This is an optimization exercise on Yosys and OpenROAD, whose aim is small area, a short achievable clock period and few clock cycles per item, not a production implementation. Only simulation tests tie the RTL to the original design; equivalence was not proved.

File: flow/design.v
module fp_add (
    input  wire [31:0] a,
    input  wire [31:0] b,
    output reg  [31:0] y
);
    function [4:0] clz27(input [26:0] v);
        integer i;
        reg found;
        begin
            clz27 = 5'd27;
            found = 1'b0;
            for (i = 26; i >= 0; i = i - 1)
                if (!found && v[i]) begin
                    clz27 = 5'd26 - i[4:0];
                    found = 1'b1;
                end
        end
    endfunction
    wire       a_inf = (a[30:23] == 8'hFF) && (a[22:0] == 0);
    wire       b_inf = (b[30:23] == 8'hFF) && (b[22:0] == 0);
    wire       a_nan = (a[30:23] == 8'hFF) && (a[22:0] != 0);
    wire       b_nan = (b[30:23] == 8'hFF) && (b[22:0] != 0);
    wire       swap = (b[30:0] > a[30:0]);
    wire [31:0] x = swap ? b : a;
    wire [31:0] z = swap ? a : b;
    wire [7:0]  ex = (x[30:23] == 0) ? 8'd1 : x[30:23];
    wire [7:0]  ez = (z[30:23] == 0) ? 8'd1 : z[30:23];
    wire [23:0] mx = {x[30:23] != 0, x[22:0]};
    wire [23:0] mz = {z[30:23] != 0, z[22:0]};
    wire [7:0]  d  = ex - ez;
    wire        sub = x[31] ^ z[31];
    reg  [26:0] zs;       
    reg  [27:0] s;        
    reg  [26:0] n;        
    reg  [4:0]  lz;
    reg  [4:0]  sh;
    reg  [9:0]  e;
    reg  [24:0] mr;
    reg         up;
    reg  [49:0] wide;
    always @* begin
        wide = {mz, 26'b0} >> d;
        if (d > 8'd26)
            zs = {26'b0, mz != 0};
        else
            zs = {wide[49:24], wide[23:0] != 0};
        if (sub) s = {1'b0, mx, 3'b0} - {1'b0, zs};
        else     s = {1'b0, mx, 3'b0} + {1'b0, zs};
        e = {2'b0, ex};
        lz = clz27(s[26:0]);
        sh = 5'd0;
        if (s[27]) begin
            n = {s[27:2], s[1] | s[0]};
            e = e + 10'd1;
        end else begin
            sh = (e - 10'd1 < {5'b0, lz}) ? e[4:0] - 5'd1 : lz;
            n = s[26:0] << sh;
            e = e - {5'b0, sh};
        end
        up = n[2] & (n[1] | n[0] | n[3]);
        mr = {1'b0, n[26:3]} + {24'b0, up};
        if (mr[24]) begin
            mr = mr >> 1;
            e = e + 10'd1;
        end
        if (a_nan || b_nan || (a_inf && b_inf && (a[31] != b[31])))
            y = 32'h7FC00000;
        else if (a_inf)
            y = a;
        else if (b_inf)
            y = b;
        else if (s == 0)
            y = {(a[31] & b[31]), 31'b0};
        else if (e >= 10'd255)
            y = {x[31], 8'hFF, 23'b0};
        else
            y = {x[31], (mr[23] ? e[7:0] : 8'd0), mr[22:0]};
    end
endmodule
module fp_mul (
    input  wire [31:0] a,
    input  wire [31:0] b,
    output reg  [31:0] y
);
    function [5:0] clz48(input [47:0] v);
        integer i;
        reg found;
        begin
            clz48 = 6'd48;
            found = 1'b0;
            for (i = 47; i >= 0; i = i - 1)
                if (!found && v[i]) begin
                    clz48 = 6'd47 - i[5:0];
                    found = 1'b1;
                end
        end
    endfunction
    wire        sign  = a[31] ^ b[31];
    wire        a_inf = (a[30:23] == 8'hFF) && (a[22:0] == 0);
    wire        b_inf = (b[30:23] == 8'hFF) && (b[22:0] == 0);
    wire        a_nan = (a[30:23] == 8'hFF) && (a[22:0] != 0);
    wire        b_nan = (b[30:23] == 8'hFF) && (b[22:0] != 0);
    wire        a_zero = (a[30:0] == 0);
    wire        b_zero = (b[30:0] == 0);
    wire [23:0] ma = {a[30:23] != 0, a[22:0]};
    wire [23:0] mb = {b[30:23] != 0, b[22:0]};
    wire [9:0]  ea = (a[30:23] == 0) ? 10'd1 : {2'b0, a[30:23]};
    wire [9:0]  eb = (b[30:23] == 0) ? 10'd1 : {2'b0, b[30:23]};
    wire [47:0] p  = ma * mb;
    reg  [5:0]  lz;
    reg  [47:0] pn;
    reg  [9:0]  e;         
    reg  [9:0]  rsh;
    reg  [97:0] ext;
    reg  [26:0] n;
    reg         up;
    reg  [24:0] mr;
    always @* begin
        lz  = clz48(p);
        pn  = p << lz;
        e   = ea + eb - 10'd126 - {4'b0, lz};
        rsh = 10'd0;
        if (e[9] || e == 10'd0) begin
            rsh = 10'd1 - e;
            e   = 10'd1;
        end
        if (rsh > 10'd50)
            ext = {97'b0, pn != 0};
        else
            ext = {pn, 50'b0} >> rsh;
        n  = {ext[97:72], ext[71:0] != 0};
        up = n[2] & (n[1] | n[0] | n[3]);
        mr = {1'b0, n[26:3]} + {24'b0, up};
        if (mr[24]) begin
            mr = mr >> 1;
            e  = e + 10'd1;
        end
        if (a_nan || b_nan || (a_inf && b_zero) || (b_inf && a_zero))
            y = 32'h7FC00000;
        else if (a_inf || b_inf)
            y = {sign, 8'hFF, 23'b0};
        else if (a_zero || b_zero)
            y = {sign, 31'b0};
        else if (!e[9] && e >= 10'd255)
            y = {sign, 8'hFF, 23'b0};
        else
            y = {sign, (mr[23] ? e[7:0] : 8'd0), mr[22:0]};
    end
endmodule
module fp_div (
    input  wire        clk,
    input  wire        rst,
    input  wire        start,
    input  wire [31:0] a,
    input  wire [31:0] b,
    output reg         busy,
    output reg         done,
    output reg  [31:0] q
);
    reg [24:0] rem;
    reg [23:0] den;
    reg [25:0] quo;
    reg [4:0]  cnt;
    reg [9:0]  e;
    wire [23:0] ma = {1'b1, a[22:0]};
    wire [23:0] mb = {1'b1, b[22:0]};
    wire [24:0] diff = rem - {1'b0, den};
    wire        ge   = (rem >= {1'b0, den});
    wire        sticky = (rem != 0);
    wire        up     = quo[1] & (quo[0] | sticky | quo[2]);
    wire [24:0] mr     = {1'b0, quo[25:2]} + {24'b0, up};
    wire [9:0]  ef     = mr[24] ? e + 10'd1 : e;
    wire [22:0] ff     = mr[24] ? mr[23:1] : mr[22:0];
    always @(posedge clk) begin
        if (rst) begin
            busy <= 1'b0;
            done <= 1'b0;
            q    <= 32'b0;
            rem  <= 25'b0;
            den  <= 24'b0;
            quo  <= 26'b0;
            cnt  <= 5'd0;
            e    <= 10'd0;
        end else begin
            done <= 1'b0;
            if (!busy) begin
                if (start) begin
                    busy <= 1'b1;
                    den  <= mb;
                    quo  <= 26'b0;
                    cnt  <= 5'd0;
                    if (ma < mb) begin
                        rem <= {ma, 1'b0};
                        e   <= {2'b0, a[30:23]} - {2'b0, b[30:23]} + 10'd126;
                    end else begin
                        rem <= {1'b0, ma};
                        e   <= {2'b0, a[30:23]} - {2'b0, b[30:23]} + 10'd127;
                    end
                end
            end else if (cnt == 5'd26) begin
                busy <= 1'b0;
                done <= 1'b1;
                q    <= {1'b0, ef[7:0], ff};
            end else begin
                quo <= {quo[24:0], ge};
                rem <= ge ? {diff[23:0], 1'b0} : {rem[23:0], 1'b0};
                cnt <= cnt + 5'd1;
            end
        end
    end
endmodule
module fp_sqrt (
    input  wire        clk,
    input  wire        rst,
    input  wire        start,
    input  wire [31:0] a,
    output reg         busy,
    output reg         done,
    output reg  [31:0] y
);
    function [4:0] clz24(input [23:0] v);
        integer i;
        reg found;
        begin
            clz24 = 5'd24;
            found = 1'b0;
            for (i = 23; i >= 0; i = i - 1)
                if (!found && v[i]) begin
                    clz24 = 5'd23 - i[4:0];
                    found = 1'b1;
                end
        end
    endfunction
    reg [49:0] rad;      
    reg [27:0] rem;
    reg [24:0] root;
    reg [4:0]  cnt;
    reg [7:0]  e;
    reg        zero;
    wire [23:0] m0  = {a[30:23] != 0, a[22:0]};
    wire [4:0]  lz  = clz24(m0);
    wire [23:0] mn  = m0 << lz;
    wire [9:0]  eu  = ((a[30:23] == 0) ? 10'd1 : {2'b0, a[30:23]}) - 10'd127 - {5'b0, lz};
    wire [49:0] r0  = eu[0] ? {mn, 26'b0} : {1'b0, mn, 25'b0};
    wire [9:0]  eh  = (eu - {9'b0, eu[0]});    
    wire [7:0]  eb  = eh[8:1] + 8'd127;        
    wire [27:0] trial = {rem[25:0], rad[49:48]};
    wire [27:0] sub   = {1'b0, root, 2'b01};
    wire        ge    = (trial >= sub);
    wire        up  = root[0] & ((rem != 0) | root[1]);
    wire [24:0] mr  = {1'b0, root[24:1]} + {24'b0, up};
    always @(posedge clk) begin
        if (rst) begin
            busy <= 1'b0;
            done <= 1'b0;
            y    <= 32'b0;
            rad  <= 50'b0;
            rem  <= 28'b0;
            root <= 25'b0;
            cnt  <= 5'd0;
            e    <= 8'd0;
            zero <= 1'b0;
        end else begin
            done <= 1'b0;
            if (!busy) begin
                if (start) begin
                    busy <= 1'b1;
                    rad  <= r0;
                    rem  <= 28'b0;
                    root <= 25'b0;
                    cnt  <= 5'd0;
                    e    <= eb;
                    zero <= (a[30:0] == 0);
                end
            end else if (cnt == 5'd25) begin
                busy <= 1'b0;
                done <= 1'b1;
                if (zero)
                    y <= 32'b0;
                else if (mr[24])
                    y <= {1'b0, e + 8'd1, 23'b0};
                else
                    y <= {1'b0, e, mr[22:0]};
            end else begin
                rad  <= {rad[47:0], 2'b00};
                rem  <= ge ? trial - sub : trial;
                root <= {root[23:0], ge};
                cnt  <= cnt + 5'd1;
            end
        end
    end
endmodule
module fp_wrap (
    input  wire        clk,
    input  wire        rst,
    input  wire        start,
    input  wire        lim90,      
    input  wire [31:0] a,
    output reg         busy,
    output reg         done,
    output reg  [31:0] y
);
    localparam [30:0] L180_BITS = 31'h43340000;
    localparam [30:0] L90_BITS  = 31'h42B40000;
    localparam [26:0] MOD180 = 27'd360 << 17;    
    localparam [26:0] MOD90  = 27'd180 << 17;
    function [4:0] clz26(input [25:0] v);
        integer i;
        reg found;
        begin
            clz26 = 5'd26;
            found = 1'b0;
            for (i = 25; i >= 0; i = i - 1)
                if (!found && v[i]) begin
                    clz26 = 5'd25 - i[4:0];
                    found = 1'b1;
                end
        end
    endfunction
    reg  [26:0] rem;
    reg  [26:0] modv;
    reg  [7:0]  steps;
    reg         neg;
    wire [30:0] lim_bits = lim90 ? L90_BITS : L180_BITS;
    wire        in_range   = (a[30:0] <= lim_bits);
    wire [27:0] dbl  = {rem, 1'b0};
    wire [27:0] red  = (dbl >= {1'b0, modv}) ? dbl - {1'b0, modv} : dbl;
    wire [26:0] half = {1'b0, modv[26:1]};
    wire        low  = (rem <= half);
    wire [26:0] mag  = low ? rem : modv - rem;
    wire        rneg = low ? neg : ~neg;
    wire [4:0]  lz   = clz26(mag[25:0]);
    wire [25:0] nm   = mag[25:0] << lz;
    wire [7:0]  ef   = 8'd135 - {3'b0, lz};
    always @(posedge clk) begin
        if (rst) begin
            busy  <= 1'b0;
            done  <= 1'b0;
            y     <= 32'b0;
            rem   <= 27'b0;
            modv  <= 27'b0;
            steps <= 8'd0;
            neg   <= 1'b0;
        end else begin
            done <= 1'b0;
            if (!busy) begin
                if (start) begin
                    if (in_range) begin
                        done <= 1'b1;
                        y    <= a;
                    end else begin
                        busy  <= 1'b1;
                        neg   <= a[31];
                        modv  <= lim90 ? MOD90 : MOD180;
                        rem   <= {3'b0, 1'b1, a[22:0]};
                        steps <= a[30:23] - 8'd133;        
                    end
                end
            end else if (steps == 8'd0) begin
                busy <= 1'b0;
                done <= 1'b1;
                if (mag == 0)
                    y <= 32'b0;
                else
                    y <= {rneg, ef, nm[24:2]};
            end else begin
                rem   <= red[26:0];
                steps <= steps - 8'd1;
            end
        end
    end
endmodule
module cfimu_update #(
    parameter [63:0] TIME_HZ = 64'd1000000
) (
    input  wire        clk,
    input  wire        rst,
    input  wire        start,        
    input  wire        load,         
    input  wire [31:0] ld_roll,
    input  wire [31:0] ld_pitch,
    input  wire [31:0] ld_yaw,
    input  wire [31:0] ld_bias,
    input  wire [31:0] acc_roll,     
    input  wire [31:0] acc_pitch,    
    input  wire [31:0] ax,           
    input  wire [31:0] ay,
    input  wire [31:0] az,
    input  wire [31:0] gx,           
    input  wire [31:0] gy,
    input  wire [31:0] gz,
    input  wire [63:0] t_now,        
    input  wire [31:0] alpha,
    input  wire [31:0] beta,
    input  wire [31:0] acc_th,
    input  wire [31:0] gz_th,
    output reg         busy,
    output reg         done,
    output reg  [31:0] roll,
    output reg  [31:0] pitch,
    output reg  [31:0] yaw,
    output reg  [31:0] bias,
    output reg  [63:0] t_last,
    output reg         t_valid
);
    localparam [31:0] ONE = 32'h3F800000;
    function [31:0] u64_to_f32(input [63:0] v);
        integer i;
        reg [6:0]  lz;
        reg        found;
        reg [63:0] n;
        reg        up;
        reg [24:0] m;
        reg [7:0]  e;
        begin
            lz = 7'd64;
            found = 1'b0;
            for (i = 63; i >= 0; i = i - 1)
                if (!found && v[i]) begin
                    lz = 7'd63 - i[6:0];
                    found = 1'b1;
                end
            n  = v << lz[5:0];
            up = n[39] & ((n[38:0] != 0) | n[40]);
            m  = {1'b0, n[63:40]} + {24'b0, up};
            e  = 8'd190 - {1'b0, lz};
            if (v == 0)
                u64_to_f32 = 32'b0;
            else if (m[24])
                u64_to_f32 = {1'b0, e + 8'd1, 23'b0};
            else
                u64_to_f32 = {1'b0, e, m[22:0]};
        end
    endfunction
    localparam [31:0] HZ_F = u64_to_f32(TIME_HZ);
    localparam [5:0]
        S_IDLE  = 6'd0,
        S_DIV   = 6'd1,    
        S_R_GX  = 6'd2,    
        S_R_INT = 6'd3,    
        S_R_SUB = 6'd4,    
        S_R_W1  = 6'd5,    
        S_R_ADD = 6'd6,    
        S_R_MA  = 6'd7,    
        S_OMA   = 6'd8,    
        S_R_MB  = 6'd9,    
        S_R_SUM = 6'd10,   
        S_R_W2  = 6'd11,   
        S_P_GY  = 6'd12,   
        S_P_INT = 6'd13,   
        S_P_SUB = 6'd14,   
        S_P_W1  = 6'd15,   
        S_P_ADD = 6'd16,   
        S_P_MA  = 6'd17,   
        S_P_MB  = 6'd18,   
        S_P_SUM = 6'd19,   
        S_P_W2  = 6'd20,   
        S_M_XX  = 6'd21,   
        S_M_YY  = 6'd22,   
        S_M_S1  = 6'd23,   
        S_M_ZZ  = 6'd24,   
        S_M_S2  = 6'd25,   
        S_M_SQ  = 6'd26,   
        S_M_D1  = 6'd27,   
        S_B_OMB = 6'd28,   
        S_B_M1  = 6'd29,   
        S_B_M2  = 6'd30,   
        S_B_SUM = 6'd31,   
        S_Y_SUB = 6'd32,   
        S_Y_MUL = 6'd33,   
        S_Y_ADD = 6'd34,   
        S_DONE  = 6'd35;   
    reg [5:0]  step;
    reg [31:0] dt;
    reg        dtpos;
    reg        s_neg;        
    reg [31:0] t1, t2, oma;
    reg [31:0] new_roll, new_pitch, new_bias, new_yaw;
    reg        stationary;
    reg  [31:0] add_a, add_b, mul_a, mul_b;
    wire [31:0] add_y, mul_y;
    fp_add u_add (.a(add_a), .b(add_b), .y(add_y));
    fp_mul u_mul (.a(mul_a), .b(mul_b), .y(mul_y));
    wire [63:0] d      = t_now - t_last;
    wire        d_pos  = !d[63] && (d != 64'd0);
    wire [31:0] d_f    = u64_to_f32(d);
    reg         div_start, sqrt_start, wrap_start, wrap_lim90;
    reg  [31:0] wrap_in;
    wire        div_busy, div_done, sqrt_busy, sqrt_done, wrap_busy, wrap_done;
    wire [31:0] div_q, sqrt_y, wrap_y;
    fp_div  u_div  (.clk(clk), .rst(rst), .start(div_start), .a(d_f), .b(HZ_F),
                    .busy(div_busy), .done(div_done), .q(div_q));
    fp_sqrt u_sqrt (.clk(clk), .rst(rst), .start(sqrt_start), .a(t1),
                    .busy(sqrt_busy), .done(sqrt_done), .y(sqrt_y));
    fp_wrap u_wrap (.clk(clk), .rst(rst), .start(wrap_start), .lim90(wrap_lim90), .a(wrap_in),
                    .busy(wrap_busy), .done(wrap_done), .y(wrap_y));
    reg unit_run;
    always @* begin
        add_a = t1;
        add_b = t2;
        mul_a = t1;
        mul_b = dt;
        case (step)
            S_R_GX:  begin mul_a = gx;                 mul_b = dt;        end
            S_R_INT: begin add_a = roll;               add_b = t1;        end
            S_R_SUB: begin add_a = t1;                 add_b = {~acc_roll[31], acc_roll[30:0]}; end
            S_R_ADD: begin add_a = acc_roll;           add_b = t1;        end
            S_R_MA:  begin mul_a = alpha;              mul_b = t1;        end
            S_OMA:   begin add_a = ONE;                add_b = {~alpha[31], alpha[30:0]}; end
            S_R_MB:  begin mul_a = oma;                mul_b = acc_roll;  end
            S_R_SUM: begin add_a = t1;                 add_b = t2;        end
            S_P_GY:  begin mul_a = {gy[31] ^ s_neg, gy[30:0]}; mul_b = dt; end
            S_P_INT: begin add_a = pitch;              add_b = t1;        end
            S_P_SUB: begin add_a = t1;                 add_b = {~acc_pitch[31], acc_pitch[30:0]}; end
            S_P_ADD: begin add_a = acc_pitch;          add_b = t1;        end
            S_P_MA:  begin mul_a = alpha;              mul_b = t1;        end
            S_P_MB:  begin mul_a = oma;                mul_b = acc_pitch; end
            S_P_SUM: begin add_a = t1;                 add_b = t2;        end
            S_M_XX:  begin mul_a = ax;                 mul_b = ax;        end
            S_M_YY:  begin mul_a = ay;                 mul_b = ay;        end
            S_M_S1:  begin add_a = t1;                 add_b = t2;        end
            S_M_ZZ:  begin mul_a = az;                 mul_b = az;        end
            S_M_S2:  begin add_a = t1;                 add_b = t2;        end
            S_M_D1:  begin add_a = t1;                 add_b = {~ONE[31], ONE[30:0]}; end
            S_B_OMB: begin add_a = ONE;                add_b = {~beta[31], beta[30:0]}; end
            S_B_M1:  begin mul_a = t1;                 mul_b = bias;      end
            S_B_M2:  begin mul_a = beta;               mul_b = gz;        end
            S_B_SUM: begin add_a = t1;                 add_b = t2;        end
            S_Y_SUB: begin add_a = gz;                 add_b = {~new_bias[31], new_bias[30:0]}; end
            S_Y_MUL: begin mul_a = t1;                 mul_b = dt;        end
            S_Y_ADD: begin add_a = yaw;                add_b = t1;        end
            default: ;
        endcase
    end
    function flt(input [31:0] x, input [31:0] y);
        begin
            if (x[30:0] == 0 && y[30:0] == 0)
                flt = 1'b0;
            else if (x[31] != y[31])
                flt = x[31];
            else if (!x[31])
                flt = x[30:0] < y[30:0];
            else
                flt = x[30:0] > y[30:0];
        end
    endfunction
    wire stat_now = flt({1'b0, add_y[30:0]}, acc_th) && flt({1'b0, gz[30:0]}, gz_th);
    always @* begin
        div_start  = 1'b0;
        sqrt_start = 1'b0;
        wrap_start = 1'b0;
        wrap_lim90 = 1'b0;
        wrap_in    = t1;
        case (step)
            S_DIV:  div_start  = !unit_run;
            S_M_SQ: sqrt_start = !unit_run;
            S_R_W1, S_R_W2: wrap_start = !unit_run;
            S_P_W1, S_P_W2: begin wrap_start = !unit_run; wrap_lim90 = 1'b1; end
            default: ;
        endcase
    end
    always @(posedge clk) begin
        if (rst) begin
            step       <= S_IDLE;
            busy       <= 1'b0;
            done       <= 1'b0;
            roll       <= 32'b0;
            pitch      <= 32'b0;
            yaw        <= 32'b0;
            bias       <= 32'b0;
            t_last     <= 64'b0;
            t_valid    <= 1'b0;
            dt         <= 32'b0;
            dtpos      <= 1'b0;
            s_neg      <= 1'b0;
            t1         <= 32'b0;
            t2         <= 32'b0;
            oma        <= 32'b0;
            new_roll   <= 32'b0;
            new_pitch  <= 32'b0;
            new_bias   <= 32'b0;
            new_yaw    <= 32'b0;
            stationary <= 1'b0;
            unit_run   <= 1'b0;
        end else begin
            done <= 1'b0;
            case (step)
                S_IDLE: begin
                    if (load) begin
                        roll  <= ld_roll;
                        pitch <= ld_pitch;
                        yaw   <= ld_yaw;
                        bias  <= ld_bias;
                    end else if (start) begin
                        busy  <= 1'b1;
                        dtpos <= t_valid && d_pos;
                        s_neg <= az[31] && (az[30:0] != 0);
                        step  <= (t_valid && d_pos) ? S_DIV : S_R_INT;
                    end
                end
                S_DIV: begin
                    unit_run <= 1'b1;
                    if (div_done) begin
                        dt       <= div_q;
                        unit_run <= 1'b0;
                        step     <= S_R_GX;
                    end
                end
                S_R_GX:  begin t1 <= mul_y; step <= S_R_INT; end
                S_R_INT: begin t1 <= dtpos ? add_y : roll; step <= S_R_SUB; end
                S_R_SUB: begin t1 <= add_y; step <= S_R_W1; end
                S_R_W1, S_P_W1: begin
                    unit_run <= 1'b1;
                    if (wrap_done) begin
                        t1       <= wrap_y;
                        unit_run <= 1'b0;
                        step     <= step + 6'd1;
                    end
                end
                S_R_ADD: begin t1 <= add_y; step <= S_R_MA; end
                S_R_MA:  begin t1 <= mul_y; step <= S_OMA; end
                S_OMA:   begin oma <= add_y; step <= S_R_MB; end
                S_R_MB:  begin t2 <= mul_y; step <= S_R_SUM; end
                S_R_SUM: begin t1 <= add_y; step <= S_R_W2; end
                S_R_W2: begin
                    unit_run <= 1'b1;
                    if (wrap_done) begin
                        new_roll <= wrap_y;
                        unit_run <= 1'b0;
                        step     <= dtpos ? S_P_GY : S_P_INT;
                    end
                end
                S_P_GY:  begin t1 <= mul_y; step <= S_P_INT; end
                S_P_INT: begin t1 <= dtpos ? add_y : pitch; step <= S_P_SUB; end
                S_P_SUB: begin t1 <= add_y; step <= S_P_W1; end
                S_P_ADD: begin t1 <= add_y; step <= S_P_MA; end
                S_P_MA:  begin t1 <= mul_y; step <= S_P_MB; end
                S_P_MB:  begin t2 <= mul_y; step <= S_P_SUM; end
                S_P_SUM: begin t1 <= add_y; step <= S_P_W2; end
                S_P_W2: begin
                    unit_run <= 1'b1;
                    if (wrap_done) begin
                        new_pitch <= wrap_y;
                        unit_run  <= 1'b0;
                        step      <= S_M_XX;
                    end
                end
                S_M_XX:  begin t1 <= mul_y; step <= S_M_YY; end
                S_M_YY:  begin t2 <= mul_y; step <= S_M_S1; end
                S_M_S1:  begin t1 <= add_y; step <= S_M_ZZ; end
                S_M_ZZ:  begin t2 <= mul_y; step <= S_M_S2; end
                S_M_S2:  begin t1 <= add_y; step <= S_M_SQ; end
                S_M_SQ: begin
                    unit_run <= 1'b1;
                    if (sqrt_done) begin
                        t1       <= sqrt_y;
                        unit_run <= 1'b0;
                        step     <= S_M_D1;
                    end
                end
                S_M_D1: begin
                    stationary <= stat_now;
                    if (stat_now) begin
                        step <= S_B_OMB;
                    end else begin
                        new_bias <= bias;
                        step     <= dtpos ? S_Y_SUB : S_DONE;
                    end
                end
                S_B_OMB: begin t1 <= add_y; step <= S_B_M1; end
                S_B_M1:  begin t1 <= mul_y; step <= S_B_M2; end
                S_B_M2:  begin t2 <= mul_y; step <= S_B_SUM; end
                S_B_SUM: begin new_bias <= add_y; step <= dtpos ? S_Y_SUB : S_DONE; end
                S_Y_SUB: begin t1 <= add_y; step <= S_Y_MUL; end
                S_Y_MUL: begin t1 <= mul_y; step <= S_Y_ADD; end
                S_Y_ADD: begin new_yaw <= add_y; step <= S_DONE; end
                S_DONE: begin
                    roll    <= new_roll;
                    pitch   <= new_pitch;
                    bias    <= new_bias;
                    yaw     <= dtpos ? new_yaw : yaw;
                    t_last  <= t_now;
                    t_valid <= 1'b1;
                    busy    <= 1'b0;
                    done    <= 1'b1;
                    step    <= S_IDLE;
                end
                default: step <= S_IDLE;
            endcase
        end
    end
endmodule
File: flow/run.sh
#!/bin/bash
# synth_recipe.tcl (not shown) runs the flow's synth.tcl, then flattens the netlist and writes it again
# the make line also repeats each setting of config.mk as NAME=value (left out here)
make -C /OpenROAD-flow-scripts/flow DESIGN_CONFIG=/design/flow/config.mk WORK_HOME=/design/flow/orfs CLKGATE_MAP_FILE= SYNTH_SCRIPT=/design/flow/synth_recipe.tcl finish
File: flow/config.mk
export PLATFORM = sky130hd
export DESIGN_NAME = cfimu_update
export DESIGN_NICKNAME = cfimu_update
export VERILOG_FILES = /design/flow/design.v
export SDC_FILE = /design/flow/constraint.sdc
export NUM_CORES = 4
export LEC_CHECK = 0
export CAP_MARGIN = 20
export CELL_PAD_IN_SITES_DETAIL_PLACEMENT = 1
export CELL_PAD_IN_SITES_GLOBAL_PLACEMENT = 2
export CORE_MARGIN = 2
export CORE_UTILIZATION = 25
export PLACE_DENSITY = 0.4
export SLEW_MARGIN = 20
File: flow/constraint.sdc
create_clock -name core_clock -period 28.0 [get_ports {clk}]
set_input_delay 5.6000 -clock core_clock [delete_from_list [all_inputs] [get_ports {clk}]]
set_output_delay 5.6000 -clock core_clock [all_outputs]
set_load 0.01 [all_outputs]
==> flow_summary.ini <==
[outcome]
outcome = timing/DRC/antenna clean

[synth]
synthDistinctLibCells = 138
synthArstFlopShare = 0
postSynthAreaPerCell_um2 = 7.121
yosysSeqAreaShare = 0.1518
syn_nets = 15570
synth_flop_cell = dfxtp_1
syn_area_mm2 = 0.09954
synth_cells = 13980
yosysWarnings = 6
synth_seq_cells = 755
synth-edff-count = 0

[sta]
rsz0062_at_grt = false
finClkSkew_ns = 0.09934
maxSlewViolCount = 0
setup_slack_ns = 1.248
min_period_over_period = 0.9554
tns_ns = 0
tightest_slew_ns = 1.443
clock.fmax_mhz = 37.38
period_needed_ns = 26.75
maxSlewHeadroom = 0.02812
finalHoldViolations = 0
finalSetupViolCount = 0

[worst_hold_path]
hold_class = flop to flop

[run]
max_cap_violations = 0

[drt]
dr.first_iter.drc_count = 10520
vias_per_cell = 5.845
ant_nets = 0
firstDrtPassIters = 10
postRouteWirelength_mm = 719.6
vias = 119300
drc = 0
wire_per_inst_um = 35.24

[floorplan]
std_cell_rows = 231
start_util = 0.2512
die_h_um = 635.0
dieWidth_um = 635.0
die-area_mm2 = 0.4032
pin_count = 775
core-area_mm2 = 0.3963

[clocking]
cts-root-buf = clkbuf_16
htreeDepth = 3
cts_setup_buffers = 0
cts_hold_buffers = 0
clk_pin_slew_ns = 0.06
cts_tree = built
post_cts_resize_count = 0
cts_buffers = 105
clk_path_buf_depth = 4
worst_skew_pair.late_latency_ns = 0.90
clkSinkCount = 755

[setup_path]
r2r_slack_ns = 4.39
cp_max_fo = 19
critical_path_required_ns = 28.77
critical_path_class = input pin to flop
cpMaxStageDelayCell = a221oi_1
crit_top_cell = buf_4
crit_arrival_ns = 27.52
slowest_delay_ns = 0.82
start_kind = input pin
end_kind = flop

[layout]
layout_common_cells = 2,085 x nand2_1, 1,325 x nor2_1, 1,156 x buf_4
finalNonFillerCells = 20420
mostFrequentLayoutCell = nand2_1
nFillCells = 48100
drive_gt1_frac = 0.1157
area_growth_pct = 23.75
nets = 16630

[grt]
grt-ovfl-total = 0
grt_usage = 0.3425
grt_max_degree = 191
antenna_found_initial = 86
grt_pass1_vias = 121100
grt_pass1_wl_mm = 992.9

[place]
place_ws_ns = 0.7433
place.gp.congestion = 1.069
placed_cells = 20170
place_hpwl_mm = 593.0
port_buffers = 772
==> cell type report <==
| cell class | instances | area, µm² | share of cell area |
|---|---|---|---|
| antenna | 53 | 132.6 | 0.001077 |
| inverter | 993 | 3730 | 0.03028 |
| sequential | 755 | 15120 | 0.1227 |
| multi-input combinational | 11240 | 77360 | 0.6280 |
| clock buffer | 152 | 3044 | 0.02471 |
| tap | 5242 | 6559 | 0.05324 |
| clock inverter | 31 | 356.6 | 0.002895 |
| timing repair buffer | 1957 | 16890 | 0.1371 |
==> metrics by stage <==
stage | cell area, µm² | util | hold slack, ns
floorplan | 99540 | - | 0.4287
global placement | 119400 | 0.3014 | 0.4412
detailed placement | 119500 | 0.3015 | 0.4470
CTS | 122900 | 0.3101 | 0.4398
global route | 123100 | 0.3106 | 0.4698
finish | 123200 | 0.3109 | 0.4306
==> cells by family (layout without fill, tap and decap cells) <==
| family | Yosys count | after routing | share of synthesized area |
|---|---|---|---|
| adder cells (fa/ha/maj) | 1006 | 1006 | 0.1638 |
| AND/OR/NAND/NOR | 5420 | 5420 | 0.2508 |
| buffers and inverters | 1989 | 3133 | 0.07803 |
| other | 0 | 53 | 0 |
| AO/OA/AOI/OAI | 4082 | 4082 | 0.2825 |
| flip-flops | 755 | 755 | 0.1518 |
| multiplexers | 370 | 370 | 0.04127 |
| XOR/XNOR | 357 | 357 | 0.03178 |
==> layer usage <==
metal  routed length [µm]  part of all wire  global-route usage  vias to the layer above
met4                56640             0.079              0.2289                       32
met2               324900              0.45              0.5511                     4302
met3                41850             0.058             0.05959                     1328
li1                     -                 -                   -                    52570
met5                  229           0.00032                   0                        -
met1               296000              0.41              0.4183                    61120
==> Yosys cell counts (109+ instances only) <==
cell type     n  area (µm²)
a31oi_1     117       732.0
xnor2_1     220        1927
and3_1      127       794.5
a311oi_1    169        1480
dfxtp_1     755       15110
nor4_1      171        1070
ha_1        511        6394
o211ai_1    164        1231
nand3_1     444        2222
fa_1        495        9910
and2_1      157       982.2
nand2_1    2092        7853
mux2i_1     279        2793
o21ai_0     565        2828
a21o_1      186        1396
nor2_1     1345        5049
inv_1       978        3671
nand4_1     190        1189
a211oi_1    253        1899
nor2b_1     109       681.9
nor3_1      304        1521
a21oi_1    1082        5415
clkbuf_1    807        3029
xor2_1      134        1174
a22oi_1     316        2372
==> worst max-delay path, delay by kind of cell <==
| family | cells | cell delay, ns |
|---|---|---|
| and+or+nand+nor | 23 | 5.63 |
| buffers and inverters | 20 | 3.28 |
| AOI/OAI and AO/OA | 23 | 6.64 |
| muxes | 2 | 0.63 |
| adders and majority gates | 13 | 5.49 |
| xor gates and xnor gates | 1 | 0.18 |
==> registers in the layout, indices dropped and copies added, names as in the netlist, 28 cells and up <==
name / cells
t1: 32
new_pitch: 32
pitch: 32
oma: 32
new_bias: 32
u_sqrt.rem: 28
u_sqrt.y: 31
u_wrap.y: 32
t_last: 64
u_div.q: 31
yaw: 32
bias: 32
new_yaw: 32
dt: 31
t2: 32
new_roll: 32
roll: 32
==> worst paths after layout <==
| kind | startpoint | cells after the start | end |
|---|---|---|---|
| min | u_sqrt.root[9]$_SDFFE_PP0P_ | 2 | u_sqrt.root[10]$_SDFFE_PP0P_ |
| min reg2reg | u_sqrt.root[9]$_SDFFE_PP0P_ | 2 | u_sqrt.root[10]$_SDFFE_PP0P_ |
| max | ax[16] | 82 | t1[8]$_SDFFE_PP0P_ |
| max reg2reg | step[5]$_SDFFE_PP0P_ | 85 | t1[8]$_SDFFE_PP0P_ |
Testbench counts, summed over its fixed seeds: cycles 228,247, updates 2,400.

-- re-timing with driven ports --
Ports are ideal in the flow. The routed layout listed here was re-timed in OpenROAD.
Step 1 (the two cells are an assumption about what drives the block):
set clk [get_ports {clk}]
set_driving_cell -lib_cell sky130_fd_sc_hd__clkbuf_16 $clk
set_driving_cell -lib_cell sky130_fd_sc_hd__buf_2 [delete_from_list [all_inputs] $clk]
Step 2 moves the port delays by t, midway between the first and last clock arrival at a register: inputs arrive t later, outputs are due t later. That takes back most of the time a late clock gives input paths.
a / b / c = no drivers / after step 1 / after step 2; a / b = the first two.
t, ns: 0.931
slack for setup (ns): 1.248 / 1.270 / 0.339
hold WS [ns]: 0.431 / 0.431 / 0.431
worst setup path at the end: input to register
After both steps setup and hold are still met in this run. For this run, drivers alone change the setup slack by +0.022 ns; drivers and shift together by -0.909 ns.
